This design comes from an exercise in tuning for small area on the open sky130 flow, not from production work.
The RTL was checked by simulation tests, not by an equivalence proof against the original design.

==> flow/design.v <==
module drum_sin_rom (
    input  wire [7:0]  idx,
    output reg  [15:0] val
);
    always @(*) begin
        case (idx)
            8'd0: val = 16'd101;
            8'd1: val = 16'd302;
            8'd2: val = 16'd503;
            8'd3: val = 16'd704;
            8'd4: val = 16'd905;
            8'd5: val = 16'd1106;
            8'd6: val = 16'd1307;
            8'd7: val = 16'd1507;
            8'd8: val = 16'd1708;
            8'd9: val = 16'd1909;
            8'd10: val = 16'd2110;
            8'd11: val = 16'd2310;
            8'd12: val = 16'd2511;
            8'd13: val = 16'd2711;
            8'd14: val = 16'd2911;
            8'd15: val = 16'd3112;
            8'd16: val = 16'd3312;
            8'd17: val = 16'd3512;
            8'd18: val = 16'd3712;
            8'd19: val = 16'd3911;
            8'd20: val = 16'd4111;
            8'd21: val = 16'd4310;
            8'd22: val = 16'd4509;
            8'd23: val = 16'd4708;
            8'd24: val = 16'd4907;
            8'd25: val = 16'd5106;
            8'd26: val = 16'd5305;
            8'd27: val = 16'd5503;
            8'd28: val = 16'd5701;
            8'd29: val = 16'd5899;
            8'd30: val = 16'd6096;
            8'd31: val = 16'd6294;
            8'd32: val = 16'd6491;
            8'd33: val = 16'd6688;
            8'd34: val = 16'd6885;
            8'd35: val = 16'd7081;
            8'd36: val = 16'd7277;
            8'd37: val = 16'd7473;
            8'd38: val = 16'd7669;
            8'd39: val = 16'd7864;
            8'd40: val = 16'd8059;
            8'd41: val = 16'd8254;
            8'd42: val = 16'd8448;
            8'd43: val = 16'd8642;
            8'd44: val = 16'd8836;
            8'd45: val = 16'd9030;
            8'd46: val = 16'd9223;
            8'd47: val = 16'd9416;
            8'd48: val = 16'd9608;
            8'd49: val = 16'd9800;
            8'd50: val = 16'd9992;
            8'd51: val = 16'd10183;
            8'd52: val = 16'd10374;
            8'd53: val = 16'd10564;
            8'd54: val = 16'd10754;
            8'd55: val = 16'd10944;
            8'd56: val = 16'd11133;
            8'd57: val = 16'd11322;
            8'd58: val = 16'd11511;
            8'd59: val = 16'd11699;
            8'd60: val = 16'd11886;
            8'd61: val = 16'd12074;
            8'd62: val = 16'd12260;
            8'd63: val = 16'd12446;
            8'd64: val = 16'd12632;
            8'd65: val = 16'd12817;
            8'd66: val = 16'd13002;
            8'd67: val = 16'd13187;
            8'd68: val = 16'd13370;
            8'd69: val = 16'd13554;
            8'd70: val = 16'd13736;
            8'd71: val = 16'd13919;
            8'd72: val = 16'd14101;
            8'd73: val = 16'd14282;
            8'd74: val = 16'd14462;
            8'd75: val = 16'd14643;
            8'd76: val = 16'd14822;
            8'd77: val = 16'd15001;
            8'd78: val = 16'd15180;
            8'd79: val = 16'd15358;
            8'd80: val = 16'd15535;
            8'd81: val = 16'd15712;
            8'd82: val = 16'd15888;
            8'd83: val = 16'd16063;
            8'd84: val = 16'd16238;
            8'd85: val = 16'd16413;
            8'd86: val = 16'd16586;
            8'd87: val = 16'd16759;
            8'd88: val = 16'd16932;
            8'd89: val = 16'd17104;
            8'd90: val = 16'd17275;
            8'd91: val = 16'd17445;
            8'd92: val = 16'd17615;
            8'd93: val = 16'd17784;
            8'd94: val = 16'd17953;
            8'd95: val = 16'd18121;
            8'd96: val = 16'd18288;
            8'd97: val = 16'd18454;
            8'd98: val = 16'd18620;
            8'd99: val = 16'd18785;
            8'd100: val = 16'd18950;
            8'd101: val = 16'd19113;
            8'd102: val = 16'd19276;
            8'd103: val = 16'd19438;
            8'd104: val = 16'd19600;
            8'd105: val = 16'd19761;
            8'd106: val = 16'd19921;
            8'd107: val = 16'd20080;
            8'd108: val = 16'd20238;
            8'd109: val = 16'd20396;
            8'd110: val = 16'd20553;
            8'd111: val = 16'd20709;
            8'd112: val = 16'd20865;
            8'd113: val = 16'd21019;
            8'd114: val = 16'd21173;
            8'd115: val = 16'd21326;
            8'd116: val = 16'd21479;
            8'd117: val = 16'd21630;
            8'd118: val = 16'd21781;
            8'd119: val = 16'd21930;
            8'd120: val = 16'd22079;
            8'd121: val = 16'd22227;
            8'd122: val = 16'd22375;
            8'd123: val = 16'd22521;
            8'd124: val = 16'd22667;
            8'd125: val = 16'd22812;
            8'd126: val = 16'd22956;
            8'd127: val = 16'd23099;
            8'd128: val = 16'd23241;
            8'd129: val = 16'd23382;
            8'd130: val = 16'd23522;
            8'd131: val = 16'd23662;
            8'd132: val = 16'd23801;
            8'd133: val = 16'd23938;
            8'd134: val = 16'd24075;
            8'd135: val = 16'd24211;
            8'd136: val = 16'd24346;
            8'd137: val = 16'd24480;
            8'd138: val = 16'd24613;
            8'd139: val = 16'd24746;
            8'd140: val = 16'd24877;
            8'd141: val = 16'd25007;
            8'd142: val = 16'd25137;
            8'd143: val = 16'd25265;
            8'd144: val = 16'd25393;
            8'd145: val = 16'd25519;
            8'd146: val = 16'd25645;
            8'd147: val = 16'd25770;
            8'd148: val = 16'd25893;
            8'd149: val = 16'd26016;
            8'd150: val = 16'd26138;
            8'd151: val = 16'd26259;
            8'd152: val = 16'd26378;
            8'd153: val = 16'd26497;
            8'd154: val = 16'd26615;
            8'd155: val = 16'd26732;
            8'd156: val = 16'd26848;
            8'd157: val = 16'd26962;
            8'd158: val = 16'd27076;
            8'd159: val = 16'd27189;
            8'd160: val = 16'd27300;
            8'd161: val = 16'd27411;
            8'd162: val = 16'd27521;
            8'd163: val = 16'd27629;
            8'd164: val = 16'd27737;
            8'd165: val = 16'd27843;
            8'd166: val = 16'd27949;
            8'd167: val = 16'd28053;
            8'd168: val = 16'd28157;
            8'd169: val = 16'd28259;
            8'd170: val = 16'd28360;
            8'd171: val = 16'd28460;
            8'd172: val = 16'd28560;
            8'd173: val = 16'd28658;
            8'd174: val = 16'd28755;
            8'd175: val = 16'd28850;
            8'd176: val = 16'd28945;
            8'd177: val = 16'd29039;
            8'd178: val = 16'd29131;
            8'd179: val = 16'd29223;
            8'd180: val = 16'd29313;
            8'd181: val = 16'd29403;
            8'd182: val = 16'd29491;
            8'd183: val = 16'd29578;
            8'd184: val = 16'd29664;
            8'd185: val = 16'd29749;
            8'd186: val = 16'd29832;
            8'd187: val = 16'd29915;
            8'd188: val = 16'd29997;
            8'd189: val = 16'd30077;
            8'd190: val = 16'd30156;
            8'd191: val = 16'd30234;
            8'd192: val = 16'd30311;
            8'd193: val = 16'd30387;
            8'd194: val = 16'd30462;
            8'd195: val = 16'd30535;
            8'd196: val = 16'd30607;
            8'd197: val = 16'd30679;
            8'd198: val = 16'd30749;
            8'd199: val = 16'd30818;
            8'd200: val = 16'd30885;
            8'd201: val = 16'd30952;
            8'd202: val = 16'd31017;
            8'd203: val = 16'd31082;
            8'd204: val = 16'd31145;
            8'd205: val = 16'd31206;
            8'd206: val = 16'd31267;
            8'd207: val = 16'd31327;
            8'd208: val = 16'd31385;
            8'd209: val = 16'd31442;
            8'd210: val = 16'd31498;
            8'd211: val = 16'd31553;
            8'd212: val = 16'd31607;
            8'd213: val = 16'd31659;
            8'd214: val = 16'd31710;
            8'd215: val = 16'd31760;
            8'd216: val = 16'd31809;
            8'd217: val = 16'd31857;
            8'd218: val = 16'd31903;
            8'd219: val = 16'd31949;
            8'd220: val = 16'd31993;
            8'd221: val = 16'd32036;
            8'd222: val = 16'd32077;
            8'd223: val = 16'd32118;
            8'd224: val = 16'd32157;
            8'd225: val = 16'd32195;
            8'd226: val = 16'd32232;
            8'd227: val = 16'd32267;
            8'd228: val = 16'd32302;
            8'd229: val = 16'd32335;
            8'd230: val = 16'd32367;
            8'd231: val = 16'd32397;
            8'd232: val = 16'd32427;
            8'd233: val = 16'd32455;
            8'd234: val = 16'd32482;
            8'd235: val = 16'd32508;
            8'd236: val = 16'd32533;
            8'd237: val = 16'd32556;
            8'd238: val = 16'd32578;
            8'd239: val = 16'd32599;
            8'd240: val = 16'd32619;
            8'd241: val = 16'd32637;
            8'd242: val = 16'd32655;
            8'd243: val = 16'd32671;
            8'd244: val = 16'd32685;
            8'd245: val = 16'd32699;
            8'd246: val = 16'd32711;
            8'd247: val = 16'd32722;
            8'd248: val = 16'd32732;
            8'd249: val = 16'd32741;
            8'd250: val = 16'd32748;
            8'd251: val = 16'd32755;
            8'd252: val = 16'd32759;
            8'd253: val = 16'd32763;
            8'd254: val = 16'd32766;
            8'd255: val = 16'd32767;
            default: val = 16'd0;
        endcase
    end
endmodule
module drum_exp2_rom (
    input  wire [7:0]  idx,
    output reg  [15:0] val
);
    always @(*) begin
        case (idx)
            8'd0: val = 16'd32768;
            8'd1: val = 16'd32679;
            8'd2: val = 16'd32591;
            8'd3: val = 16'd32503;
            8'd4: val = 16'd32415;
            8'd5: val = 16'd32327;
            8'd6: val = 16'd32240;
            8'd7: val = 16'd32153;
            8'd8: val = 16'd32066;
            8'd9: val = 16'd31979;
            8'd10: val = 16'd31893;
            8'd11: val = 16'd31806;
            8'd12: val = 16'd31720;
            8'd13: val = 16'd31635;
            8'd14: val = 16'd31549;
            8'd15: val = 16'd31464;
            8'd16: val = 16'd31379;
            8'd17: val = 16'd31294;
            8'd18: val = 16'd31209;
            8'd19: val = 16'd31125;
            8'd20: val = 16'd31041;
            8'd21: val = 16'd30957;
            8'd22: val = 16'd30873;
            8'd23: val = 16'd30790;
            8'd24: val = 16'd30706;
            8'd25: val = 16'd30623;
            8'd26: val = 16'd30541;
            8'd27: val = 16'd30458;
            8'd28: val = 16'd30376;
            8'd29: val = 16'd30293;
            8'd30: val = 16'd30212;
            8'd31: val = 16'd30130;
            8'd32: val = 16'd30048;
            8'd33: val = 16'd29967;
            8'd34: val = 16'd29886;
            8'd35: val = 16'd29805;
            8'd36: val = 16'd29725;
            8'd37: val = 16'd29644;
            8'd38: val = 16'd29564;
            8'd39: val = 16'd29484;
            8'd40: val = 16'd29405;
            8'd41: val = 16'd29325;
            8'd42: val = 16'd29246;
            8'd43: val = 16'd29167;
            8'd44: val = 16'd29088;
            8'd45: val = 16'd29009;
            8'd46: val = 16'd28931;
            8'd47: val = 16'd28852;
            8'd48: val = 16'd28774;
            8'd49: val = 16'd28697;
            8'd50: val = 16'd28619;
            8'd51: val = 16'd28542;
            8'd52: val = 16'd28464;
            8'd53: val = 16'd28388;
            8'd54: val = 16'd28311;
            8'd55: val = 16'd28234;
            8'd56: val = 16'd28158;
            8'd57: val = 16'd28082;
            8'd58: val = 16'd28006;
            8'd59: val = 16'd27930;
            8'd60: val = 16'd27855;
            8'd61: val = 16'd27779;
            8'd62: val = 16'd27704;
            8'd63: val = 16'd27629;
            8'd64: val = 16'd27554;
            8'd65: val = 16'd27480;
            8'd66: val = 16'd27406;
            8'd67: val = 16'd27332;
            8'd68: val = 16'd27258;
            8'd69: val = 16'd27184;
            8'd70: val = 16'd27110;
            8'd71: val = 16'd27037;
            8'd72: val = 16'd26964;
            8'd73: val = 16'd26891;
            8'd74: val = 16'd26818;
            8'd75: val = 16'd26746;
            8'd76: val = 16'd26674;
            8'd77: val = 16'd26601;
            8'd78: val = 16'd26530;
            8'd79: val = 16'd26458;
            8'd80: val = 16'd26386;
            8'd81: val = 16'd26315;
            8'd82: val = 16'd26244;
            8'd83: val = 16'd26173;
            8'd84: val = 16'd26102;
            8'd85: val = 16'd26031;
            8'd86: val = 16'd25961;
            8'd87: val = 16'd25891;
            8'd88: val = 16'd25821;
            8'd89: val = 16'd25751;
            8'd90: val = 16'd25681;
            8'd91: val = 16'd25612;
            8'd92: val = 16'd25543;
            8'd93: val = 16'd25474;
            8'd94: val = 16'd25405;
            8'd95: val = 16'd25336;
            8'd96: val = 16'd25268;
            8'd97: val = 16'd25199;
            8'd98: val = 16'd25131;
            8'd99: val = 16'd25063;
            8'd100: val = 16'd24995;
            8'd101: val = 16'd24928;
            8'd102: val = 16'd24860;
            8'd103: val = 16'd24793;
            8'd104: val = 16'd24726;
            8'd105: val = 16'd24659;
            8'd106: val = 16'd24593;
            8'd107: val = 16'd24526;
            8'd108: val = 16'd24460;
            8'd109: val = 16'd24394;
            8'd110: val = 16'd24328;
            8'd111: val = 16'd24262;
            8'd112: val = 16'd24196;
            8'd113: val = 16'd24131;
            8'd114: val = 16'd24066;
            8'd115: val = 16'd24001;
            8'd116: val = 16'd23936;
            8'd117: val = 16'd23871;
            8'd118: val = 16'd23806;
            8'd119: val = 16'd23742;
            8'd120: val = 16'd23678;
            8'd121: val = 16'd23614;
            8'd122: val = 16'd23550;
            8'd123: val = 16'd23486;
            8'd124: val = 16'd23423;
            8'd125: val = 16'd23359;
            8'd126: val = 16'd23296;
            8'd127: val = 16'd23233;
            8'd128: val = 16'd23170;
            8'd129: val = 16'd23108;
            8'd130: val = 16'd23045;
            8'd131: val = 16'd22983;
            8'd132: val = 16'd22921;
            8'd133: val = 16'd22859;
            8'd134: val = 16'd22797;
            8'd135: val = 16'd22735;
            8'd136: val = 16'd22674;
            8'd137: val = 16'd22613;
            8'd138: val = 16'd22552;
            8'd139: val = 16'd22491;
            8'd140: val = 16'd22430;
            8'd141: val = 16'd22369;
            8'd142: val = 16'd22309;
            8'd143: val = 16'd22248;
            8'd144: val = 16'd22188;
            8'd145: val = 16'd22128;
            8'd146: val = 16'd22068;
            8'd147: val = 16'd22009;
            8'd148: val = 16'd21949;
            8'd149: val = 16'd21890;
            8'd150: val = 16'd21831;
            8'd151: val = 16'd21772;
            8'd152: val = 16'd21713;
            8'd153: val = 16'd21654;
            8'd154: val = 16'd21595;
            8'd155: val = 16'd21537;
            8'd156: val = 16'd21479;
            8'd157: val = 16'd21421;
            8'd158: val = 16'd21363;
            8'd159: val = 16'd21305;
            8'd160: val = 16'd21247;
            8'd161: val = 16'd21190;
            8'd162: val = 16'd21133;
            8'd163: val = 16'd21076;
            8'd164: val = 16'd21019;
            8'd165: val = 16'd20962;
            8'd166: val = 16'd20905;
            8'd167: val = 16'd20849;
            8'd168: val = 16'd20792;
            8'd169: val = 16'd20736;
            8'd170: val = 16'd20680;
            8'd171: val = 16'd20624;
            8'd172: val = 16'd20568;
            8'd173: val = 16'd20513;
            8'd174: val = 16'd20457;
            8'd175: val = 16'd20402;
            8'd176: val = 16'd20347;
            8'd177: val = 16'd20292;
            8'd178: val = 16'd20237;
            8'd179: val = 16'd20182;
            8'd180: val = 16'd20127;
            8'd181: val = 16'd20073;
            8'd182: val = 16'd20019;
            8'd183: val = 16'd19965;
            8'd184: val = 16'd19911;
            8'd185: val = 16'd19857;
            8'd186: val = 16'd19803;
            8'd187: val = 16'd19750;
            8'd188: val = 16'd19696;
            8'd189: val = 16'd19643;
            8'd190: val = 16'd19590;
            8'd191: val = 16'd19537;
            8'd192: val = 16'd19484;
            8'd193: val = 16'd19431;
            8'd194: val = 16'd19379;
            8'd195: val = 16'd19326;
            8'd196: val = 16'd19274;
            8'd197: val = 16'd19222;
            8'd198: val = 16'd19170;
            8'd199: val = 16'd19118;
            8'd200: val = 16'd19066;
            8'd201: val = 16'd19015;
            8'd202: val = 16'd18963;
            8'd203: val = 16'd18912;
            8'd204: val = 16'd18861;
            8'd205: val = 16'd18810;
            8'd206: val = 16'd18759;
            8'd207: val = 16'd18708;
            8'd208: val = 16'd18658;
            8'd209: val = 16'd18607;
            8'd210: val = 16'd18557;
            8'd211: val = 16'd18507;
            8'd212: val = 16'd18457;
            8'd213: val = 16'd18407;
            8'd214: val = 16'd18357;
            8'd215: val = 16'd18308;
            8'd216: val = 16'd18258;
            8'd217: val = 16'd18209;
            8'd218: val = 16'd18160;
            8'd219: val = 16'd18110;
            8'd220: val = 16'd18061;
            8'd221: val = 16'd18013;
            8'd222: val = 16'd17964;
            8'd223: val = 16'd17915;
            8'd224: val = 16'd17867;
            8'd225: val = 16'd17819;
            8'd226: val = 16'd17770;
            8'd227: val = 16'd17722;
            8'd228: val = 16'd17674;
            8'd229: val = 16'd17627;
            8'd230: val = 16'd17579;
            8'd231: val = 16'd17531;
            8'd232: val = 16'd17484;
            8'd233: val = 16'd17437;
            8'd234: val = 16'd17390;
            8'd235: val = 16'd17343;
            8'd236: val = 16'd17296;
            8'd237: val = 16'd17249;
            8'd238: val = 16'd17202;
            8'd239: val = 16'd17156;
            8'd240: val = 16'd17109;
            8'd241: val = 16'd17063;
            8'd242: val = 16'd17017;
            8'd243: val = 16'd16971;
            8'd244: val = 16'd16925;
            8'd245: val = 16'd16879;
            8'd246: val = 16'd16834;
            8'd247: val = 16'd16788;
            8'd248: val = 16'd16743;
            8'd249: val = 16'd16697;
            8'd250: val = 16'd16652;
            8'd251: val = 16'd16607;
            8'd252: val = 16'd16562;
            8'd253: val = 16'd16518;
            8'd254: val = 16'd16473;
            8'd255: val = 16'd16428;
            default: val = 16'd0;
        endcase
    end
endmodule
module drum_exp2 (
    input  wire [30:0] y,
    output wire [15:0] e
);
    wire [15:0] frac;
    drum_exp2_rom rom (.idx(y[11:4]), .val(frac));
    assign e = (|y[30:16]) ? 16'd0 : (frac >> y[15:12]);
endmodule
module drum_sine (
    input  wire [15:0] p,
    output wire [14:0] mag,
    output wire        neg
);
    wire [7:0]  idx = p[14] ? ~p[13:6] : p[13:6];
    wire [15:0] val;
    drum_sin_rom rom (.idx(idx), .val(val));
    assign mag = val[14:0];
    assign neg = p[15];
endmodule
module drum_mac (
    input  wire [30:0] a,
    input  wire [3:0]  d,
    input  wire [30:0] c,
    output wire [30:0] q
);
    wire [34:0] p0 = {4'd0, a & {31{d[0]}}};
    wire [34:0] p1 = {3'd0, a & {31{d[1]}}, 1'b0};
    wire [34:0] p2 = {2'd0, a & {31{d[2]}}, 2'b0};
    wire [34:0] p3 = {1'd0, a & {31{d[3]}}, 3'b0};
    wire [34:0] cc = {4'd0, c};
    wire [34:0] s1 = cc ^ p0 ^ p1;
    wire [34:0] k1 = ((cc & p0) | (cc & p1) | (p0 & p1)) << 1;
    wire [34:0] s2 = s1 ^ k1 ^ p2;
    wire [34:0] k2 = ((s1 & k1) | (s1 & p2) | (k1 & p2)) << 1;
    wire [34:0] s3 = s2 ^ k2 ^ p3;
    wire [34:0] k3 = ((s2 & k2) | (s2 & p3) | (k2 & p3)) << 1;
    wire [35:0] cy;
    wire [34:0] sum;
    assign cy[0] = 1'b0;
    genvar i;
    generate for (i = 0; i < 35; i = i + 1) begin : rc
        assign sum[i]  = s3[i] ^ k3[i] ^ cy[i];
        assign cy[i+1] = (s3[i] & k3[i]) | (s3[i] & cy[i]) | (k3[i] & cy[i]);
    end endgenerate
    assign q = sum[34:4];
endmodule
module drum_core (
    input  wire               clk,
    input  wire               rst,           
    input  wire               byte_valid,
    input  wire [7:0]         byte_data,
    output wire               byte_ready,
    input  wire               block_valid,
    input  wire [15:0]        block_fshift,  
    output wire               block_ready,
    input  wire [3:0]         press,         
    input  wire               overrun,
    output wire               out_valid,
    output wire signed [19:0] out_sample,
    output reg                overrun_flag
);
    localparam [4:0] S_IDLE = 5'd0,  S_SLOT = 5'd1,  S_YE   = 5'd2,  S_XT   = 5'd3,
                     S_LIN  = 5'd4,  S_YT   = 5'd5,  S_V    = 5'd6,  S_Q    = 5'd7,
                     S_IE   = 5'd8,  S_FM   = 5'd9,  S_PM   = 5'd10, S_MT   = 5'd11,
                     S_FC   = 5'd12, S_PC   = 5'd13, S_RAMP = 5'd14, S_DY   = 5'd15,
                     S_AMP  = 5'd16, S_Y    = 5'd17, S_NA   = 5'd19,
                     S_NT   = 5'd20, S_ADDN = 5'd21, S_SUBN = 5'd22, S_FINF = 5'd23,
                     S_FINT = 5'd24, S_OUT  = 5'd25, S_ZX   = 5'd26;
    reg [4:0] state;
    assign byte_ready  = (state == S_IDLE);
    assign block_ready = (state == S_IDLE);
    reg [1:0] phase;             
    reg       start_flag, stop_flag;
    reg [7:0] pending_note;
    reg [39:0] slot_note;        
    reg [4:0]  slot_active;
    reg [1:0]  var0, var1, var2;
    reg [3:0]  btn;
    reg [15:0] fshift;
    reg [15:0] lfsr;
    reg [13:0] cnt0, cnt1, cnt3;
    reg [14:0] cnt2, cnt6;
    reg [12:0] cnt4;
    reg [4:0]  sample_i;
    reg [5:0]  s;                
    reg [2:0]  drum;
    reg        in_trans;         
    reg        wrap;             
    reg        pend_y;           
    reg [19:0] acc;              
    assign out_valid  = (state == S_OUT);
    assign out_sample = acc;
    reg [29:0] W;                
    reg [30:0] ACC;
    reg [2:0]  step;
    reg [15:0] T1;
    reg        T2s;              
    wire [15:0] T2 = {T2s, W[14:0]};    
    wire [2:0] lay = in_trans ? ((drum == 3'd0) ? 3'd5 : 3'd6) : drum;
    reg  [14:0] n;
    always @(*) begin
        case (lay)
            3'd0:    n = {1'b0, cnt0};
            3'd1:    n = {1'b0, cnt1};
            3'd2:    n = cnt2;
            3'd3:    n = {1'b0, cnt3};
            3'd4:    n = {2'b0, cnt4};
            3'd5:    n = {1'b0, cnt0};    
            default: n = cnt6;
        endcase
    end
    reg [15:0] pn, kd, amp15, ki;
    reg [17:0] slope;
    reg [29:0] fct, fmt;
    reg [11:0] iturn;
    reg [21:0] kl;
    reg [1:0]  shape;            
    reg        shifted;
    reg [1:0]  var_sel;
    always @(*) begin
        case (lay)
            3'd0, 3'd5: var_sel = var0;
            3'd1:       var_sel = var1;
            default:    var_sel = var2;
        endcase
    end
    always @(*) begin
        pn = 0; amp15 = 0; kd = 0; slope = 0; fct = 0; fmt = 0;
        iturn = 0; shape = 0; ki = 0; kl = 0; shifted = 1'b1;
        case (lay)
            3'd0: begin  
                pn = 240; slope = 69905; kd = 630; amp15 = 32768;
                fct = 5368709; fmt = 8053064; shape = 0; ki = 1576;
                case (var_sel) 2'd0: iturn = 1304; 2'd1: iturn = 1630; 2'd2: iturn = 1956; default: iturn = 2608; endcase
            end
            3'd1: begin  
                pn = 96; slope = 139810; kd = 788; amp15 = 26214;
                fct = 16106127; fmt = 29527900; shape = 1; kl = 447392;
                case (var_sel) 2'd0: iturn = 2608; 2'd1: iturn = 2934; 2'd2: iturn = 3259; default: iturn = 3911; endcase
            end
            3'd2: begin  
                pn = 192; slope = 78643; kd = 525; amp15 = 29491;
                fct = 10737418; fmt = 16106127; shape = 0; ki = 630;
                case (var_sel) 2'd0: iturn = 978; 2'd1: iturn = 1304; 2'd2: iturn = 1630; default: iturn = 2282; endcase
            end
            3'd3: begin  
                pn = 192; slope = 78643; kd = 630; amp15 = 29491;
                fct = 14316558; fmt = 21474836; shape = 0; ki = 630;
                case (var_sel) 2'd0: iturn = 978; 2'd1: iturn = 1304; 2'd2: iturn = 1630; default: iturn = 2282; endcase
            end
            3'd4: begin  
                pn = 48; slope = 209715; kd = 1576; amp15 = 19661;
                fct = 536870912; fmt = 760567125; shape = 0; ki = 1051;
                iturn = 3259; shifted = 1'b0;
            end
            3'd5: begin  
                pn = 48; slope = 174763; kd = 6303; amp15 = 16384;
                fct = 35791394; fmt = 62634940; shape = 2;
                case (var_sel) 2'd0: iturn = 1956; 2'd1: iturn = 2282; 2'd2: iturn = 2608; default: iturn = 3259; endcase
            end
            default: begin  
                pn = 48; slope = 139810; kd = 7879; amp15 = 13107;
                fct = 44739243; fmt = 71582788; shape = 1; kl = 2982616;
                case (var_sel) 2'd0: iturn = 1304; 2'd1: iturn = 1630; 2'd2: iturn = 1956; default: iturn = 2608; endcase
            end
        endcase
    end
    wire [15:0] nthr = (drum == 3'd0) ? 16'd14400 : (drum == 3'd1) ? 16'd12000 :
                       (drum == 3'd2) ? 16'd16800 : (drum == 3'd3) ? 16'd14400 : 16'd4800;
    wire        has_noise = (drum == 3'd1) || (drum == 3'd4);
    wire        has_trans = (drum == 3'd0) || (drum == 3'd2) || (drum == 3'd3);
    wire        heavy     = (drum[2:1] == 2'd0);      
    reg  [15:0] n_off;
    always @(*) begin
        case (state)
            S_V, S_Q:       n_off = 16'd48;
            S_DY:           n_off = 16'd0 - pn;
            S_FINF, S_FINT: n_off = 16'd1;
            default:        n_off = 16'd0;
        endcase
    end
    wire [15:0] nb = {1'b0, n} + n_off;
    wire [30:0] mac_q;
    wire [15:0] e;
    drum_exp2 exp_u (.y(mac_q), .e(e));
    wire        use_t1 = (state == S_PC);
    wire        t1neg  = use_t1 & T2[15];
    wire [15:0] sin_p  = mac_q[15:0] + ((use_t1 ? T1 : 16'd0) ^ {16{t1neg}}) + {15'd0, t1neg};
    wire [14:0] sin_mag;
    wire        sin_neg;
    drum_sine sine_u (.p(sin_p), .mag(sin_mag), .neg(sin_neg));
    reg [30:0] a_src;
    reg [15:0] b_src;
    reg [30:0] c_src;
    reg [2:0]  last;
    reg        is_op, use_w;
    always @(*) begin
        a_src = 31'd0; b_src = 16'd0; c_src = 31'd0; last = 3'd3; is_op = 1'b1; use_w = 1'b0;
        case (state)
            S_YE:   begin a_src = {6'd0, ki, 8'd0};      b_src = nb;   end
            S_LIN:  begin a_src = {8'd0, kl};            b_src = nb;   end
            S_YT:   begin a_src = 30'd1613568;           b_src = nb;   c_src = 31'd77454080; end
            S_V:    begin a_src = 30'd977342464;         b_src = nb;   last = 3'd2; end
            S_Q:    begin use_w = 1'b1;                  b_src = nb;   last = 3'd5; end
            S_IE:   begin a_src = {13'd0, T1, 1'b0};     b_src = {1'b0, T2[14:0]}; end
            S_XT:   begin a_src = {10'd0, iturn, 4'd0};  b_src = T1;
                          c_src = (shape == 2'd1) ? {15'd0, iturn, 4'd0} : 31'd0; end
            S_FM:   begin a_src = shifted ? {1'b0, fmt[27:0], 2'b00} : {fmt, 1'b0};
                          b_src = shifted ? fshift : 16'd32768; end
            S_PM:   begin use_w = 1'b1;                  b_src = nb;   end
            S_MT:   begin a_src = {13'd0, T1, 1'b0};     b_src = {T2[14:0], 1'b0};
                          c_src = T2[15] ? 31'd65532 : 31'd0; end
            S_FC:   begin a_src = shifted ? {1'b0, fct[27:0], 2'b00} : {fct, 1'b0};
                          b_src = shifted ? fshift : 16'd32768; end
            S_PC:   begin use_w = 1'b1;                  b_src = nb;   end
            S_RAMP: begin a_src = {9'd0, slope, 3'd0};   b_src = nb;   last = 3'd2; end
            S_DY:   begin a_src = {6'd0, kd, 8'd0};      b_src = nb;   end
            S_AMP:  begin a_src = {13'd0, amp15, 1'b0};  b_src = T1;   end
            S_Y:    begin a_src = {13'd0, T1, 1'b0};     b_src = {1'b0, T2[14:0]};
                          c_src = T2[15] ? 31'd65534 : 31'd0; end
            S_NA:   begin a_src = {13'd0, T1, 1'b0};     b_src = (drum == 3'd1) ? 16'd16384 : 16'd22938; end
            S_NT:   begin a_src = {13'd0, T1, 1'b0};     b_src = lfsr; end
            default: is_op = 1'b0;
        endcase
    end
    wire       first = (step == 3'd0);
    wire       done  = is_op && (step == last);
    reg  [3:0] digit;
    always @(*) begin
        case (step)
            3'd0:    digit = b_src[3:0];
            3'd1:    digit = b_src[7:4];
            3'd2:    digit = b_src[11:8];
            3'd3:    digit = b_src[15:12];
            default: digit = 4'd0;
        endcase
    end
    drum_mac mac (
        .a(use_w ? {1'b0, W} : a_src),
        .d(digit),
        .c(first ? c_src : ACC),
        .q(mac_q)
    );
    reg  [16:0] acc_x;
    reg         acc_sub;
    always @(*) begin
        acc_x   = ACC[16:0];
        acc_sub = 1'b0;
        if (state == S_SUBN) begin
            acc_x   = {T1, 1'b0};
            acc_sub = 1'b1;
        end else if (pend_y) begin
            acc_sub = T2[15];
        end
    end
    wire [19:0] acc_w    = heavy ? {2'b00, acc_x, 1'b0} : {3'b000, acc_x};
    wire [19:0] acc_next = acc + (acc_w ^ {20{acc_sub}}) + {19'd0, acc_sub};
    wire [15:0] lfsr_next = lfsr[0] ? ((lfsr >> 1) ^ 16'hB400) : (lfsr >> 1);
    wire [4:0] act = slot_active;
    wire [4:0] hit;
    genvar g;
    generate for (g = 0; g < 5; g = g + 1) begin : slot_hit
        assign hit[g] = act[g] && (slot_note[g*8 +: 8] == pending_note);
    end endgenerate
    wire [4:0] free_oh  = ~act & {&act[3:0], &act[2:0], &act[1:0], act[0], 1'b1};
    wire [4:0] match_oh = hit & {~|hit[3:0], ~|hit[2:0], ~|hit[1:0], ~hit[0], 1'b1};
    wire [3:0]  btn_eff   = btn | press;
    wire       take_byte  = (state == S_IDLE) && byte_valid;
    wire       take_block = (state == S_IDLE) && !byte_valid && block_valid;
    wire       frame_end  = take_byte && (phase == 2'd2);
    wire       do_on      = frame_end && start_flag;
    wire       do_off     = frame_end && !start_flag && stop_flag;
    integer k;
    always @(posedge clk) begin
        for (k = 0; k < 5; k = k + 1) begin
            if (do_on && free_oh[k]) begin
                slot_note[k*8 +: 8] <= pending_note;
                slot_active[k]      <= 1'b1;
            end
            if ((do_off && match_oh[k]) || (take_block && btn_eff[3]))
                slot_active[k] <= 1'b0;
        end
        if (rst) slot_active <= 5'd0;
    end
    reg  [7:0]  cur_note;
    reg         cur_act;
    always @(*) begin
        cur_note = ({8{s[0]}} & slot_note[7:0])   | ({8{s[1]}} & slot_note[15:8]) |
                   ({8{s[2]}} & slot_note[23:16]) | ({8{s[3]}} & slot_note[31:24]) |
                   ({8{s[4]}} & slot_note[39:32]);
        cur_act  = |(s[4:0] & slot_active);
    end
    wire        cur_drum  = (cur_note >= 8'd60) && (cur_note <= 8'd64);
    wire [2:0]  cur_d     = cur_note[2:0] - 3'd4;        
    wire [14:0] n_sub     = (drum == 3'd0) ? {1'b0, cnt0} : cnt6;
    wire        sub_live  = (drum == 3'd0) ? (n_sub < 15'd960) : (n_sub < 15'd720);
    wire        cnt_wr = (state == S_FINF) || (state == S_FINT);
    wire        cnt_clr = (state == S_FINF) ? ({1'b0, n} >= nthr) : wrap;
    wire [14:0] cnt_d  = cnt_clr ? 15'd0 : nb[14:0];
    always @(posedge clk) begin
        if (rst) begin
            cnt0 <= 14'd0; cnt1 <= 14'd0; cnt2 <= 15'd0; cnt3 <= 14'd0;
            cnt4 <= 13'd0; cnt6 <= 15'd0;
        end else if (cnt_wr) begin
            case (lay)
                3'd0:    cnt0 <= cnt_d[13:0];
                3'd1:    cnt1 <= cnt_d[13:0];
                3'd2:    cnt2 <= cnt_d;
                3'd3:    cnt3 <= cnt_d[13:0];
                3'd4:    cnt4 <= cnt_d[12:0];
                3'd6:    cnt6 <= cnt_d;
                default: ;
            endcase
        end
    end
    integer j;
    always @(posedge clk) begin
        btn <= btn | press;
        pend_y <= (state == S_Y) && done;
        if (pend_y) acc <= acc_next;
        if (overrun) overrun_flag <= 1'b1;
        ACC  <= mac_q;
        step <= (is_op && !done) ? step + 3'd1 : 3'd0;
        case (state)
            S_IDLE: begin
                if (byte_valid) begin
                    case (phase)
                        2'd0: begin
                            start_flag <= (byte_data == 8'h90);
                            stop_flag  <= (byte_data == 8'h80);
                            phase      <= 2'd1;
                        end
                        2'd1: begin
                            pending_note <= byte_data;
                            phase        <= 2'd2;
                        end
                        default: begin
                            phase <= 2'd0;
                            start_flag <= 1'b0;
                            stop_flag  <= 1'b0;
                        end
                    endcase
                end else if (block_valid) begin
                    fshift <= block_fshift;
                    if (btn_eff[0]) var0 <= var0 + 2'd1;
                    if (btn_eff[1]) var1 <= var1 + 2'd1;
                    if (btn_eff[2]) var2 <= var2 + 2'd1;
                    btn      <= 4'd0;
                    sample_i <= 5'd0;
                    s        <= 6'd1;
                    acc      <= 20'd0;
                    state    <= S_SLOT;
                end
            end
            S_SLOT: begin
                if (s[0]) acc <= 20'd0;
                in_trans <= 1'b0;
                if (s[5]) begin
                    state <= S_OUT;
                end else if (cur_act && cur_drum) begin
                    drum <= cur_d;
                    if (cur_d == 3'd1)
                        state <= (cnt1 < 14'd4800) ? S_LIN : S_ZX;
                    else
                        state <= S_YE;
                end else begin
                    s <= {s[4:0], 1'b0};
                end
            end
            S_ZX: begin              
                T1    <= 16'd0;
                state <= S_FC;
            end
            S_YE:   if (done) begin
                        T1    <= e;
                        state <= S_XT;
                    end
            S_LIN:  if (done) begin
                        T1    <= {1'b0, ~mac_q[14:0]};    
                        state <= S_XT;
                    end
            S_YT:   if (done) begin
                        T1    <= e;
                        state <= S_V;
                    end
            S_V:    if (done) begin
                        W     <= mac_q[29:0];
                        state <= S_Q;
                    end
            S_Q:    if (done) begin
                        W[14:0] <= mac_q[14:0];
                        state <= S_IE;
                    end
            S_IE:   if (done) begin
                        T1    <= mac_q[15:0];
                        state <= S_XT;
                    end
            S_XT:   if (done) begin
                        T1    <= mac_q[15:0];
                        state <= S_FM;
                    end
            S_FM:   if (done) begin
                        W     <= mac_q[29:0];
                        state <= S_PM;
                    end
            S_PM:   if (done) begin
                        T2s     <= sin_neg;
                        W[14:0] <= sin_mag;
                        state <= S_MT;
                    end
            S_MT:   if (done) begin
                        T1    <= mac_q[15:0];
                        state <= S_FC;
                    end
            S_FC:   if (done) begin
                        W     <= mac_q[29:0];
                        state <= S_PC;
                    end
            S_PC:   if (done) begin
                        T2s     <= sin_neg;
                        W[14:0] <= sin_mag;
                        state <= ({1'b0, n} <= pn) ? S_RAMP : S_DY;
                    end
            S_RAMP: if (done) begin
                        T1    <= mac_q[15:0];
                        state <= S_Y;
                    end
            S_DY:   if (done) begin
                        T1    <= e;
                        state <= S_AMP;
                    end
            S_AMP:  if (done) begin
                        T1    <= mac_q[15:0];
                        state <= S_Y;
                    end
            S_Y:    if (done) begin
                        in_trans <= 1'b0;
                        if (in_trans)                   state <= S_FINF;
                        else if (has_noise)             state <= S_NA;
                        else if (has_trans && sub_live) begin
                            in_trans <= 1'b1;
                            state    <= (drum == 3'd0) ? S_YT : S_LIN;
                        end else                        state <= S_FINF;
                    end
            S_NA:   if (done) begin
                        T1    <= mac_q[15:0];
                        state <= S_NT;
                    end
            S_NT:   if (done) state <= S_ADDN;
            S_ADDN: begin
                        acc   <= acc_next;
                        state <= S_SUBN;
                    end
            S_SUBN: begin
                        if (lfsr[15]) acc <= acc_next;
                        lfsr  <= lfsr_next;
                        state <= S_FINF;
                    end
            S_FINF: begin
                wrap <= ({1'b0, n} >= nthr);
                if (drum == 3'd2 || drum == 3'd3) begin
                    in_trans <= 1'b1;        
                    state    <= S_FINT;
                end else begin
                    s     <= {s[4:0], 1'b0};
                    state <= S_SLOT;
                end
            end
            S_FINT: begin
                in_trans <= 1'b0;
                s        <= {s[4:0], 1'b0};
                state    <= S_SLOT;
            end
            S_OUT: begin
                s <= 6'd1;
                if (sample_i == 5'd31) begin
                    state <= S_IDLE;
                end else begin
                    sample_i <= sample_i + 5'd1;
                    state    <= S_SLOT;
                end
            end
            default: state <= S_IDLE;
        endcase
        if (rst) begin
            state        <= S_IDLE;
            phase        <= 2'd0;
            var0 <= 2'd0; var1 <= 2'd0; var2 <= 2'd0;
            btn          <= 4'd0;
            lfsr         <= 16'hACE1;
            step         <= 3'd0;
            pend_y       <= 1'b0;
            overrun_flag <= 1'b0;
        end
    end
endmodule
==> flow/flow/run.sh <==
#!/bin/bash
# Standard ORFS layout, with the combinational logic of the standard synthesis
# re-mapped by ABC for area before floorplanning. Registers (cells and names)
# are left exactly as the standard synthesis made them, and so are its full
# adders.
set -euo pipefail
HERE=$(pwd)
YOSYS=${YOSYS_EXE:-$FLOW_HOME/../tools/install/yosys/bin/yosys}
LIB=$FLOW_HOME/platforms/sky130hd/lib/sky130_fd_sc_hd__tt_025C_1v80.lib
RES=$HERE/orfs/results/$FLOW_PLATFORM/drum_core/base

bash standard.sh synth > $HERE/synth.log 2>&1

cp $RES/1_2_yosys.v $HERE/synth_std.v
SEQ=$(grep -oE 'cell \("?sky130_fd_sc_hd__(df|edf|sdf|dl|conb|fa_)[a-z0-9_]*' $LIB | sed -E 's/cell \("?//' | sort -u | tr '\n' ' ')
# ABC's results vary with its script: try a few and keep the smallest netlist.
best=""
best_area=""
i=0
for ABC in "+strash;dc2;dch,-f;amap;strash;dch,-f;amap;" \
           "+strash;dch,-f;amap;" \
           "+strash;resub,-K,8;dc2;dch,-f;amap;strash;dch,-f;amap;" \
           "+strash;dc2;dc2;dch,-f;amap;strash;dc2;dch,-f;amap;"; do
  i=$((i+1))
  sed -e "s#@LIB@#$LIB#g" -e "s#@SEQ@#$SEQ#g" -e "s#@IN@#$HERE/synth_std.v#g" \
      -e "s#@OUT@#$HERE/synth_remap_$i.v#g" -e "s#@TOP@#$FLOW_TOP#g" -e "s#@ABC@#$ABC#g" \
      flow/remap.ys > $HERE/remap_run_$i.ys
  if $YOSYS -q -l $HERE/remap_$i.log $HERE/remap_run_$i.ys > /dev/null 2>&1; then
    area=$( (grep -E "Chip area for module" $HERE/remap_$i.log || true) | tail -1 | awk "{print \$NF}")
    echo "remap $i: $area" >> $HERE/remap_summary.log
    if [[ -n "$area" ]] && { [[ -z "$best_area" ]] || awk "BEGIN{exit !($area < $best_area)}"; }; then
      best=$i; best_area=$area
    fi
  else
    echo "remap $i: failed" >> $HERE/remap_summary.log
  fi
done
if [[ -n "$best" ]]; then
  echo "using remap $best ($best_area)" >> $HERE/remap_summary.log
  cp $HERE/synth_remap_$best.v $HERE/synth_remap.v
else
  echo "all remaps failed; keeping the standard netlist" >> $HERE/remap_summary.log
  cp $HERE/synth_std.v $HERE/synth_remap.v
fi
cp $HERE/synth_remap.v $RES/1_2_yosys.v

# Clock tree: no dummy loads, and clusters sized for the flip-flop clock-pin
# slew limit.
CTS_ARGS="-sink_clustering_enable -repair_clock_nets -dont_use_dummy_load -sink_clustering_size 8 -sink_clustering_max_diameter 45 -sink_buffer_max_cap_derate 1.0 -buf_list {sky130_fd_sc_hd__clkbuf_4}"
bash standard.sh finish "CTS_ARGS=$CTS_ARGS" > $HERE/finish.log 2>&1
==> flow/flow/remap.ys <==
read_liberty -ignore_miss_func @LIB@
read_verilog @IN@
hierarchy -top @TOP@
setattr -mod -set keep_hierarchy 1 @SEQ@
flatten
rename -hide w:*.*
select @TOP@
opt_clean -purge
abc -liberty @LIB@ -dont_use *probe* -dont_use *lpflow* -script @ABC@
opt_clean -purge
setundef -zero
hilomap -singleton -hicell sky130_fd_sc_hd__conb_1 HI -locell sky130_fd_sc_hd__conb_1 LO
opt_clean -purge
splitnets
opt_clean -purge
insbuf -buf sky130_fd_sc_hd__buf_4 A X
hierarchy -top @TOP@
select @TOP@
stat -liberty @LIB@
write_verilog -noattr -noexpr -nohex -nodec -selected @OUT@
==> flow/standard.sh <==
#!/bin/bash
# synth_recipe.tcl (not shown) runs the flow's synth.tcl, then flattens the netlist and writes it again
# the make line also repeats each setting of config.mk as NAME=value (left out here)
make -C /OpenROAD-flow-scripts/flow DESIGN_CONFIG=/design/flow/config.mk WORK_HOME=/design/flow/orfs CLKGATE_MAP_FILE= SYNTH_SCRIPT=/design/flow/synth_recipe.tcl "${@:-finish}"
==> flow/config.mk <==
export PLATFORM = sky130hd
export DESIGN_NAME = drum_core
export DESIGN_NICKNAME = drum_core
export VERILOG_FILES = /design/flow/design.v
export SDC_FILE = /design/flow/constraint.sdc
export NUM_CORES = 4
export LEC_CHECK = 0
export CAP_MARGIN = 20
export CORE_MARGIN = 2
export CORE_UTILIZATION = 45
export GPL_TIMING_DRIVEN = 0
export SLEW_MARGIN = 20
==> flow/constraint.sdc <==
create_clock -name core_clock -period 30.0 [get_ports {clk}]
set_input_delay 6.0000 -clock core_clock [delete_from_list [all_inputs] [get_ports {clk}]]
set_output_delay 6.0000 -clock core_clock [all_outputs]
set_load 0.01 [all_outputs]
==> results.sh, run 1 <==
export IMPL_period_share_pct=91.5
export IMPL_detail_route_iter0_violations=3900
export IMPL_end_kind="flip-flop"
export IMPL_antenna_found_initial=2
export IMPL_numCtsBuffers=50
export IMPL_route_detailed_wl_per_inst_um=26.5
export IMPL_top_usage_layer="met2"
export IMPL_routabilityCongestion=1.09
export IMPL_grt_pass1_wl_um=181000
export IMPL_cts_max_level=2
export IMPL_met2_usage_pct=59.7
export IMPL_use_met3_pct=8.55
export IMPL_hold_class="reg2reg"
export IMPL_drc=0
export IMPL_timing_max_slew_rel_slack_pct=16.1
export IMPL_min_period_ns=27.45
export IMPL_numPortBuffers=56
export IMPL_clk_latency_ns=0.88
export IMPL_cts_hold_buf=0
export IMPL_clkTransAtPathRegs_ns=0.10
export IMPL_gr_usage_met1_pct=52.0
export IMPL_fp_dieW_um=245
export IMPL_drt_total_wl_um=121000
export IMPL_setup_viol_count_final=0
export IMPL_crit_required_ns=30.51
export IMPL_cp_slowest_cell="nor2_1"
export IMPL_arrival_ns=27.96
export IMPL_cts_resized=0
export IMPL_layout_commonest_cell="nor2_1"
export IMPL_status="no timing/DRC/antenna violations"
export IMPL_clk_path_buf_depth=3
export IMPL_ant_nets=0
export IMPL_syn_area_sq_um=26200
export IMPL_design_core_area_sq_um=57600
export IMPL_num_nets_final=3943
export IMPL_drive_above_1_share_pct=3.22
export IMPL_max_stage_delay_ns=1.02
export IMPL_io_pins=57
export IMPL_root_buffer="clkbuf_4"
export IMPL_dp_hpwl_um=91800
export IMPL_grt_pass1_vias=28700
export IMPL_synthCells=3651
export IMPL_worst_slew_pin_slew_ns=1.26
export IMPL_rsz0062_at_grt="no"
export IMPL_yosysWarningCount=3
export IMPL_die_area_sq_um=60100
export IMPL_grt_ovfl_total=0
export IMPL_num_vias=30400
export IMPL_fp_row_count=88
export IMPL_floorplan_initialDensity_pct=45.4
export IMPL_postLayoutCellArea_sq_um=28700
export IMPL_cp_max_fo=30
export IMPL_grtUsageTotal_pct=39.5
export IMPL_critPathKind="reg2reg"
export IMPL_die_h_um=245
export IMPL_postCtsSetupBuffers=0
export IMPL_final_util_pct=49.9
export IMPL_n_fill_cell=5991
export IMPL_critPathTopFamily="simple AND/OR/NAND/NOR gates"
export IMPL_finalHoldViolations=0
export IMPL_fmax_mhz=36.4
export IMPL_skew_ns=0.149
export IMPL_grt_max_degree=47
export IMPL_syn2layout_area_growth_pct=9.70
export IMPL_path_buf_inv=13
export IMPL_place_area_sq_um=28300
export IMPL_final_cell_mix="nor2_1 (838), clkinv_1 (568), o21ai_0 (261)"
export IMPL_vias_per_cell=6.66
export IMPL_syn_avg_cell_area_sq_um=7.17
export IMPL_cts_tree="yes"
export IMPL_drv_cap=0
export IMPL_cp_common_cell="fa_1"
export IMPL_drv_slew=0
export IMPL_start_kind="flip-flop"
export IMPL_drt_first_pass_iters=8
export IMPL_cts_sinks=308
-- registers in the layout, indices dropped and copies added (netlist names), 5 cells and up --
| register | cells |
|---|---|
| cnt0 | 14 |
| s | 6 |
| sample_i | 5 |
| W | 30 |
| pending_note | 8 |
| acc | 20 |
| T1 | 16 |
| cnt2 | 15 |
| cnt6 | 15 |
| cnt3 | 14 |
| cnt4 | 13 |
| cnt1 | 14 |
| fshift | 16 |
| slot_note | 40 |
| ACC | 31 |
| slot_active | 5 |
| lfsr | 16 |
| state | 5 |
-- cell type report --
class | count | area (sq um) | share of cell area (%)
antenna | 3 | 7.51 | 0.0262
tap | 765 | 957 | 3.33
multi-input combinational | 2770 | 16800 | 58.5
clock buffer | 50 | 375 | 1.31
inverter | 574 | 2160 | 7.53
buffer | 1 | 7.51 | 0.0262
sequential | 308 | 7450 | 25.9
timing repair buffer | 84 | 962 | 3.35
-- worst paths after layout --
| path | startpoint | endpoint | slack, ns | cells after the start |
|---|---|---|---|---|
| min reg2reg | btn[3]$_SDFF_PP0_ | btn[3]$_SDFF_PP0_ | 0.46 | 2 |
| min | btn[3]$_SDFF_PP0_ | btn[3]$_SDFF_PP0_ | 0.46 | 2 |
| max reg2reg | drum[2]$_DFFE_PP_ | W[4]$_DFFE_PP_ | 2.55 | 77 |
| max | drum[2]$_DFFE_PP_ | W[4]$_DFFE_PP_ | 2.55 | 77 |
-- through the flow --
| step | std cells | hold slack (ns) | setup TNS, ns | worst slack [ns] |
|---|---|---|---|---|
| CTS | 4552 | 0.466 | 0 | 3.26 |
| detailed placement | 4502 | 0.447 | 0 | 3.45 |
| floorplan | 3653 | 0.422 | 0 | 7.89 |
| finish | 4555 | 0.458 | 0 | 2.55 |
| global placement | 4474 | 0.440 | -35.59 | -3.25 |
| global route | 4555 | 0.485 | 0 | 1.44 |
-- worst register-to-register path, delay by kind of cell, from the launching register on --
family / cells / cell delay [ns]
AND/OR/NAND/NOR: 25 / 7.95
adder cells (fa/ha/maj): 17 / 7.48
AO/OA/AOI/OAI: 22 / 6.59
buffers and inverters: 13 / 4.53
flip-flops: 1 / 0.55
-- routing by layer --
metal | wire (um) | vias to the layer above | share of wire [%]
met5 | 0 | - | 0
met4 | 8140 | 0 | 6.7
met3 | 13600 | 527 | 11
met2 | 52000 | 2082 | 43
met1 | 46800 | 14200 | 39
li1 | - | 13500 | -
==> run 2: changes to the inputs <==
--- a/flow/config.mk
+++ b/flow/config.mk
@@ -5,8 +5,8 @@
 export SDC_FILE = /design/flow/constraint.sdc
 export NUM_CORES = 4
 export LEC_CHECK = 0
-export CAP_MARGIN = 20
+export CAP_MARGIN = 10
 export CORE_MARGIN = 2
 export CORE_UTILIZATION = 45
 export GPL_TIMING_DRIVEN = 0
-export SLEW_MARGIN = 20
+export SLEW_MARGIN = 10
==> run 2 against run 1 <==
Compared with the run above:
- still clean
- synthesized cell count did not move
- routed wire length fell by 0.67%
- register-to-register slack got worse by 0.87 ns
- fmax fell by 3.1%
- cell area fell by 0.41%
- worst setup slack got worse by 0.87 ns
- sequential cell count did not move
- area after synthesis did not move
- via count barely moved
- global-route usage fell by 0.41 points
- highest routed layer unchanged
==> results.sh, run 2 <==
export IMPL_cp_common_cell="fa_1"
export IMPL_status="no timing/DRC/antenna violations"
export IMPL_min_period_ns=28.32
export IMPL_io_pins=57
export IMPL_max_stage_delay_ns=1.06
export IMPL_crit_path_end="W[4]$_DFFE_PP_"
export IMPL_cts_max_level=2
export IMPL_drive_above_1_share_pct=2.77
export IMPL_ant_nets=0
export IMPL_numPortBuffers=56
export IMPL_arrival_ns=28.78
export IMPL_drv_slew=0
export IMPL_layout_commonest_cell="nor2_1"
export IMPL_syn_area_sq_um=26200
export IMPL_cp_slowest_cell="nor2_1"
export IMPL_grt_ovfl_total=0
export IMPL_fp_row_count=88
export IMPL_critPathTopFamily="simple AND/OR/NAND/NOR gates"
export IMPL_end_kind="flip-flop"
export IMPL_skew_ns=0.151
export IMPL_postCtsSetupBuffers=0
export IMPL_syn_avg_cell_area_sq_um=7.17
export IMPL_clk_latency_ns=0.85
export IMPL_vias_per_cell=6.67
export IMPL_r2r_worst_path_cells=75
export IMPL_r2r_start="in_trans$_DFFE_PP_"
export IMPL_final_cell_mix="nor2_1 (845), clkinv_1 (569), o21ai_0 (261)"
export IMPL_design_core_area_sq_um=57600
export IMPL_worst_slew_pin_slew_ns=1.36
export IMPL_route_detailed_wl_per_inst_um=26.3
export IMPL_drv_cap=0
export IMPL_crit_required_ns=30.46
export IMPL_crit_cells=75
export IMPL_yosysWarningCount=3
export IMPL_antenna_found_initial=1
export IMPL_path_buf_inv=13
export IMPL_grt_pass1_wl_um=179000
export IMPL_die_h_um=245
export IMPL_clkTransAtPathRegs_ns=0.10
export IMPL_finalHoldViolations=0
export IMPL_r2r_end="W[4]$_DFFE_PP_"
export IMPL_cts_tree="yes"
export IMPL_clk_path_buf_depth=3
export IMPL_timing_max_slew_rel_slack_pct=9.01
export IMPL_setup_viol_count_final=0
export IMPL_fp_dieW_um=245
export IMPL_cts_sinks=308
export IMPL_num_nets_final=3940
export IMPL_grt_pass1_vias=28700
export IMPL_crit_start="in_trans$_DFFE_PP_"
export IMPL_die_area_sq_um=60100
export IMPL_start_kind="flip-flop"
export IMPL_rsz0062_at_grt="no"
export IMPL_numCtsBuffers=50
export IMPL_grt_max_degree=48
export IMPL_cts_hold_buf=0
export IMPL_root_buffer="clkbuf_4"
export IMPL_num_vias=30400
export IMPL_whs_ns=0.458
export IMPL_critPathKind="reg2reg"
export IMPL_routabilityCongestion=1.09
export IMPL_cts_resized=0
export IMPL_floorplan_initialDensity_pct=45.4
export IMPL_drt_total_wl_um=120000
export IMPL_fmax_mhz=35.3
export IMPL_hold_class="reg2reg"
export IMPL_syn2layout_area_growth_pct=9.26
export IMPL_drt_first_pass_iters=8
export IMPL_largest_register="slot_note"
export IMPL_synthCells=3651
export IMPL_rrSetupSlack_ns=1.68
export IMPL_detail_route_iter0_violations=3892
export IMPL_period_share_pct=94.4
export IMPL_largestRegisters="slot_note (40), ACC (31), W (30)"
export IMPL_dp_hpwl_um=91000
export IMPL_largest_reg_flops=40
export IMPL_cp_max_fo=29
export IMPL_grtUsageTotal_pct=39.1
export IMPL_drc=0
==> run 2: routing by layer <==
metal  global-route usage [%]  routed length [um]  vias up
met5                        0                   0        -
met4                     23.2                8350        0
met3                     8.82               13800      573
met2                     58.9               51400     2190
met1                     51.1               46200    14100
li1                         -                   -    13500
==> run 2: cell type report <==
type | instances | area, sq um
fillers | 5938 | 29000
multi-input cells | 2770 | 16700
flip-flops and latches | 308 | 7450
inverters | 574 | 2160
well taps | 765 | 957
repair buffers | 81 | 901
clock buffers | 50 | 375
plain buffers | 1 | 7.51
diodes | 1 | 2.50
==> run 2: worst min path at each step <==
stage	start	to	slack (ns)	depth (start not counted)
floorplan	btn[3]$_SDFF_PP0_	btn[3]$_SDFF_PP0_	0.42	2
detailed placement	btn[3]$_SDFF_PP0_	btn[3]$_SDFF_PP0_	0.44	2
global placement	btn[3]$_SDFF_PP0_	btn[3]$_SDFF_PP0_	0.44	2
CTS	btn[3]$_SDFF_PP0_	btn[3]$_SDFF_PP0_	0.47	2
global route	cnt0[0]$_SDFFE_PP0P_	cnt0[0]$_SDFFE_PP0P_	0.49	2
finish	btn[3]$_SDFF_PP0_	btn[3]$_SDFF_PP0_	0.46	2
==> run 2: stage by stage <==
step / TNS, ns / util [%] / setup slack [ns] / cells / area [sq um]
2_1_floorplan: 0 / - / 7.89 / 3653 / 26200
3_3_place_gp: -35.59 / 48.1 / -3.25 / 4474 / 27700
3_5_place_dp: 0 / 49.0 / 2.55 / 4498 / 28200
4_1_cts: 0 / 49.6 / 2.31 / 4548 / 28600
5_1_grt: 0 / 49.6 / 0.573 / 4550 / 28600
6_report: 0 / 49.6 / 1.68 / 4550 / 28600
==> run 2: worst min-delay path: stages (launching register included) <==
cell	delay, ns
dfxtp_1	0.31
nor2_1	0.05
nor2_1	0.07
==> run 3: changes to the inputs <==
==> flow/config.mk (replaced) <==
export PLATFORM = sky130hd
export DESIGN_NAME = drum_core
export DESIGN_NICKNAME = drum_core
export VERILOG_FILES = /design/flow/design.v
export SDC_FILE = /design/flow/constraint.sdc
export NUM_CORES = 4
export LEC_CHECK = 0
export CAP_MARGIN = 20
export CORE_MARGIN = 2
export CORE_UTILIZATION = 30
export GPL_TIMING_DRIVEN = 0
export SLEW_MARGIN = 20
==> run 3 against run 2 <==
Compared with the run above:
- final cell count increased by 8.7%
- register-to-register slack improved by 0.86 ns
- first-iteration DRC count increased by 5.3%
- sequential cell count unchanged
- non-clock buffer count increased by 2
- critical path depth increased by 4
- fmax increased by 3.1%
- synthesized cell count unchanged
- die area increased by 49%
- cell area increased by 2.2%
- critical path type unchanged
- largest cell class unchanged
==> results.sh, run 3 <==
export IMPL_status="no timing/DRC/antenna violations"
export IMPL_drv_slew=0
export IMPL_floorplan_initialDensity_pct=30.2
export IMPL_grt_max_degree=48
export IMPL_clk_latency_ns=0.86
export IMPL_num_nets_final=3945
export IMPL_final_util_pct=33.7
export IMPL_drt_first_pass_iters=8
export IMPL_grt_pass1_wl_um=194000
export IMPL_largestRegisters="slot_note (40), ACC (31), W (30)"
export IMPL_arrival_ns=27.92
export IMPL_detail_route_iter0_violations=4097
export IMPL_grt_ovfl_total=0
export IMPL_clkTransAtPathRegs_ns=0.09
export IMPL_r2r_worst_path_cells=79
export IMPL_grt_pass1_vias=29000
export IMPL_root_buffer="clkbuf_4"
export IMPL_syn_area_sq_um=26200
export IMPL_cp_common_cell="clkinv_1"
export IMPL_yosysWarningCount=3
export IMPL_hold_class="reg2reg"
export IMPL_whs_ns=0.399
export IMPL_cts_tree="yes"
export IMPL_timing_max_slew_rel_slack_pct=19.7
export IMPL_cp_slowest_cell="a222oi_1"
export IMPL_cts_hold_buf=0
export IMPL_min_period_ns=27.46
export IMPL_end_kind="flip-flop"
export IMPL_period_share_pct=91.5
export IMPL_critPathTopFamily="compound AO/OA/AOI/OAI gates"
export IMPL_r2r_end="W[3]$_DFFE_PP_"
export IMPL_syn_avg_cell_area_sq_um=7.17
export IMPL_tns_ns=0
export IMPL_fmax_mhz=36.4
export IMPL_worst_slew_pin_slew_ns=1.20
export IMPL_antenna_found_initial=6
export IMPL_design_core_area_sq_um=86600
export IMPL_cts_resized=0
export IMPL_start_kind="flip-flop"
export IMPL_final_cell_mix="nor2_1 (834), clkinv_1 (568), o21ai_0 (260)"
export IMPL_route_detailed_wl_per_inst_um=26.7
export IMPL_grtUsageTotal_pct=28.6
export IMPL_fp_dieW_um=299
export IMPL_cts_max_level=2
export IMPL_die_area_sq_um=89600
export IMPL_layout_commonest_cell="nor2_1"
export IMPL_postCtsSetupBuffers=0
export IMPL_finalHoldViolations=0
export IMPL_synthCells=3651
export IMPL_r2r_start="drum[2]$_DFFE_PP_"
export IMPL_rsz0062_at_grt="no"
export IMPL_io_pins=57
export IMPL_syn2layout_area_growth_pct=11.7
export IMPL_die_h_um=299
export IMPL_setup_viol_count_final=0
export IMPL_n_fill_cell=9453
export IMPL_hold_end="lfsr[2]$_SDFFE_PP0P_"
export IMPL_num_vias=30500
export IMPL_clk_path_buf_depth=3
export IMPL_critPathKind="reg2reg"
export IMPL_drt_total_wl_um=132000
export IMPL_drc=0
export IMPL_drive_above_1_share_pct=3.40
export IMPL_path_buf_inv=15
export IMPL_numPortBuffers=56
export IMPL_skew_ns=0.158
export IMPL_numCtsBuffers=53
export IMPL_cp_max_fo=29
export IMPL_crit_required_ns=30.46
export IMPL_max_stage_delay_ns=0.94
export IMPL_fp_row_count=108
export IMPL_cts_sinks=308
export IMPL_ant_nets=0
export IMPL_largest_register="slot_note"
export IMPL_routabilityCongestion=1.03
export IMPL_holdCritStartpoint="lfsr[3]$_SDFFE_PP0P_"
export IMPL_dp_hpwl_um=100000
export IMPL_drv_cap=0
export IMPL_largest_reg_flops=40
export IMPL_rrSetupSlack_ns=2.54
export IMPL_whs_path_depth=2
export IMPL_vias_per_cell=6.16
[run 3: cell types whose count changed in the layout (fill, tap and decap cells not counted), moves of 4 or more]
cell / before / now
a2111oi_0: 31 / 24
a2111oi_1: 6 / 12
nor2_2: 2 / 13
buf_16: 3 / 7
nor2_1: 845 / 834
[run 3: worst min-delay path, cell delays in order (launching register included)]
cell and delay, ns:
dfxtp_1 0.31, clkinv_1 0.08, a221oi_1 0.08
[run 3: routing by layer]
layer	vias to the layer above	share of wire, %	track usage [%]
li1	13500	-	-
met1	14600	42	39.0
met2	1886	43	44.3
met3	428	8.9	4.79
met4	0	5.4	12.7
met5	-	0	0
[run 3: worst max-delay path by stage]
| stage | start | end | depth (start not counted) |
|---|---|---|---|
| 5_1_grt | drum[2]$_DFFE_PP_ | W[3]$_DFFE_PP_ | 79 |
| 6_report | drum[2]$_DFFE_PP_ | W[3]$_DFFE_PP_ | 79 |
| 3_3_place_gp | drum[1]$_DFFE_PP_ | W[3]$_DFFE_PP_ | 75 |
| 3_5_place_dp | drum[2]$_DFFE_PP_ | W[3]$_DFFE_PP_ | 79 |
| 2_1_floorplan | drum[1]$_DFFE_PP_ | W[3]$_DFFE_PP_ | 74 |
| 4_1_cts | drum[2]$_DFFE_PP_ | W[3]$_DFFE_PP_ | 79 |
[run 3: area by class of cell]
type	instances	area [sq um]	area share [%]
plain buffers	1	7.51	0.0257
well taps	1155	1450	4.94
clock buffers	53	398	1.36
repair buffers	83	943	3.23
multi-input cells	2770	16800	57.5
diodes	3	7.51	0.0257
flip-flops and latches	308	7450	25.5
inverters	574	2160	7.40
[run 3: stage by stage]
| step | setup WS [ns] | cells | cell area [sq um] |
|---|---|---|---|
| after floorplan | 7.89 | 3653 | 26200 |
| after global placement | -4.86 | 4864 | 28200 |
| after detailed placement | 3.20 | 4891 | 28800 |
| after CTS | 2.88 | 4944 | 29200 |
| after global routing | 1.13 | 4947 | 29200 |
| final | 2.54 | 4947 | 29200 |

[separate check: timing with driven ports]
Ports are ideal in the flow. The routed layouts listed here were re-timed in OpenROAD. Step 1 (the two cells are an assumption about what drives the block):
set clk [get_ports {clk}]
set_driving_cell -lib_cell sky130_fd_sc_hd__clkbuf_16 $clk
set_driving_cell -lib_cell sky130_fd_sc_hd__buf_2 [delete_from_list [all_inputs] $clk]
Step 2, shift: input delay + t, output delay - t, t = (earliest + latest rising clock arrival at the registers) / 2. This alone moves slack from input paths to output paths. Slacks: ideal ports / drivers / drivers and shift; pairs: ideal ports / drivers.
run	t, ns	slack for setup (ns)	hold slack, ns	worst register clock-pin slew, ns	pins driven straight from the clock port
run 1	0.857	2.545 / 2.545 / 2.545	0.458 / 0.458 / 0.458	0.10 / 0.10	1
run 2	0.826	1.679 / 1.679 / 1.679	0.458 / 0.458 / 0.458	0.11 / 0.11	1
run 3	0.839	2.536 / 2.536 / 2.536	0.399 / 0.399 / 0.399	0.10 / 0.10	1
After both steps setup and hold are still met in every run listed.
